Background: an optimization exercise with open tools, aiming at small area, a short achievable clock period and few clock cycles. Do not read the settings as production practice. No activity file was given, so power comes from the tool's default toggle rates.

Design oac_core, start of the top module:
module oac_core (
    input  wire        clk,
    input  wire        rst,           
    input  wire [31:0] stack_init,    
    output reg         mem_req,
    output reg         mem_we,
    output reg  [6:0]  mem_addr,
    output wire [31:0] mem_wdata,
    input  wire        mem_ready,
    input  wire [31:0] mem_rdata,
    output wire        halted,
    output wire        faulted,
    output reg  [2:0]  fault_kind,
    output wire [31:0] fault_value,
    output wire [31:0] fault_addr,
    input  wire [3:0]  dbg_idx,
    output wire [31:0] dbg_data
);
    localparam [2:0] K_OOB = 3'd2, K_OVERFLOW = 3'd3, K_UNDERFLOW = 3'd4, K_BADREG = 3'd5;
    localparam [3:0] S_F    = 4'd0,  S_O1   = 4'd1,  S_O2   = 4'd2,  S_O3   = 4'd3;
    localparam [3:0] S_SAVE = 4'd4,  S_M1   = 4'd5,  S_MRD  = 4'd6,  S_MWR  = 4'd7;
    localparam [3:0] S_PUSH = 4'd8,  S_POP1 = 4'd9,  S_POP2 = 4'd10, S_FV   = 4'd11;
    localparam [3:0] S_EXW  = 4'd12, S_FIX  = 4'd13, S_HALT = 4'd14, S_FAULT = 4'd15;
    localparam [1:0] X_NONE = 2'd0, X_ALU = 2'd1, X_INC8 = 2'd2, X_DEC8 = 2'd3;
    reg [3:0]  state;
    reg [31:0] r0, r1, r2, r3, fl, sb, st;
    reg [7:0]  pc;          
    reg        pcbig;       
    reg [31:0] t;
    reg [6:0]  a;           
    reg [6:0]  m7;          
    reg [4:0]  opc;         
    reg [3:0]  ridx;        
    reg [1:0]  exk;         
    reg        ffetch;      
    reg        fpend;       
    reg        rst_q;       
    reg        rph;         
    wire [31:0] w = mem_rdata;
    wire is_rr   = (opc == 5'd1) | (opc == 5'd5) | (opc == 5'd9);
  ...
For scale: about 2100 cells after synthesis, ~300 flip-flops, ~210 I/O pins, about 20000 um2 of cells after synthesis.
clock: 12.0 ns
lec_check: 0
cap_margin: 20
core_margin: 2
core_utilization: 40
setup_slack_margin: 5
slew_margin: 20
standard.sh (not shown) runs the stock make flow with config.mk's settings and CLKGATE_MAP_FILE= SYNTH_SCRIPT=/design/flow/synth_recipe.tcl, a recipe that flattens the netlist after the stock synthesis.
==> flow/flow/run.sh <==
#!/bin/bash
# Standard layout, with plain buf_1 cells as the port buffers (ORFS otherwise
# picks clkdlybuf4s50_1, a slow delay cell), and timing repair aiming at a
# setup slack of 6 ns. Each ORFS step keeps its own log under orfs/logs;
# make's output goes to flow_make.log.
set -euo pipefail
bash standard.sh "BUFFER_PORTS_ARGS=-buffer_cell sky130_fd_sc_hd__buf_1" "SETUP_SLACK_MARGIN=6" finish > flow_make.log 2>&1
The baseline completed with no timing, DRC or antenna violations.
Edit:
--- a/flow/design.v
+++ b/flow/design.v
@@ -58,34 +58,46 @@
     wire pc_oob   = pcbig | pc[7];
     wire st_oob   = (st[31:7] != 25'd0);
     wire p_ok     = (&st) | (~st_oob & ~(&st[6:0]));    
     wire [7:0] pc1 = pc + 8'd1;
     wire [7:0] pc2 = pc + 8'd2;
     wire jcond = (opc[0] ? fl[0] : fl[1]);               
     wire vf    = (state == S_O1) & is_jzn & ~pc_oob & ~jcond;
     wire fetch = (state == S_F) | vf;
-    assign dbg_data    = pv;
+    reg  [31:0] dbg_r;
+    always @(*) begin
+        case (dbg_idx)
+            4'd0: dbg_r = r0;
+            4'd1: dbg_r = r1;
+            4'd2: dbg_r = r2;
+            4'd3: dbg_r = r3;
+            4'd4: dbg_r = {24'd0, pc};
+            4'd5: dbg_r = t;
+            4'd6: dbg_r = fl;
+            4'd7: dbg_r = sb;
+            default: dbg_r = st;
+        endcase
+    end
+    assign dbg_data    = dbg_r;
     assign fault_value = t;
     assign fault_addr  = sb;
     reg  [3:0]  pidx;
     reg         fpc;           
     wire [1:0]  k = (state == S_FAULT) ? 2'd0 : is_inc ? 2'd1 : is_jc ? 2'd3 : 2'd2;
     wire [7:0]  pc_stmt = {1'b0, a} + {6'd0, k};
-    wire        hlt = (state == S_HALT);
-    wire [3:0]  ridx_p = hlt ? dbg_idx : pidx;   
     reg  [31:0] pv;
     always @(*) begin
-        case (ridx_p)
+        case (pidx)
             4'd0: pv = r0;
             4'd1: pv = r1;
             4'd2: pv = r2;
             4'd3: pv = r3;
-            4'd4: pv = {24'd0, (fpc | hlt) ? pc : pc_stmt};
-            4'd5: pv = hlt ? t : {27'd0, opc};
+            4'd4: pv = {24'd0, fpc ? pc : pc_stmt};
+            4'd5: pv = {27'd0, opc};
             4'd6: pv = fl;
             4'd7: pv = sb;
             default: pv = st;
         endcase
     end
     reg zp, ip, iq, cin;
     reg [1:0] qs;              
     wire [31:0] alu_p = zp ? 32'd0 : (pv ^ {32{ip}});
Clock power grows by about 5%.
Die area grows by about 7.5%.
Cell area grows by 12%.
Non-clock buffer count grows by 87.
Final cell count grows by about 10%.
Synthesized area grows by about 8%.
Synthesized cell count grows by about 9%.
Setup slack gets better by 0.77 ns.
Power shrinks by 13%.
Routed wire length grows by 18%.
Hold slack gets worse by 0.019 ns.
No functional check of the RTL was part of any run of this note.

==> re-timing with driven ports <==
No port has a modelled driver above. Below, the same layouts with a new extraction and two added sets of constraints.
Step 1: set_driving_cell puts a clkbuf_16 on clk and a buf_2 on each other input, an assumption about the parent block.
Step 2 times the ports against the registers' clock, not the clock port: input delays grow and output delays shrink by t, the midpoint of the rising clock arrivals with the driver on.
Slacks: ideal / step 1 / step 2; pairs: ideal / step 1.
run | t, ns | setup WS [ns] | worst register clock-pin slew, ns | worst slew at a driven data input, ns | pins driven straight from the clock port
the first run | 0.631 | 4.341 / 4.329 / 3.697 | 0.07 / 0.07 | 0.07 | 1
the second run | 0.637 | 5.113 / 5.113 / 4.752 | 0.07 / 0.07 | 0.06 | 1
After both steps setup and hold are still met in every run listed. For the first run, which loses most, drivers alone change the setup slack by -0.012 ns; drivers and shift together by -0.644 ns.
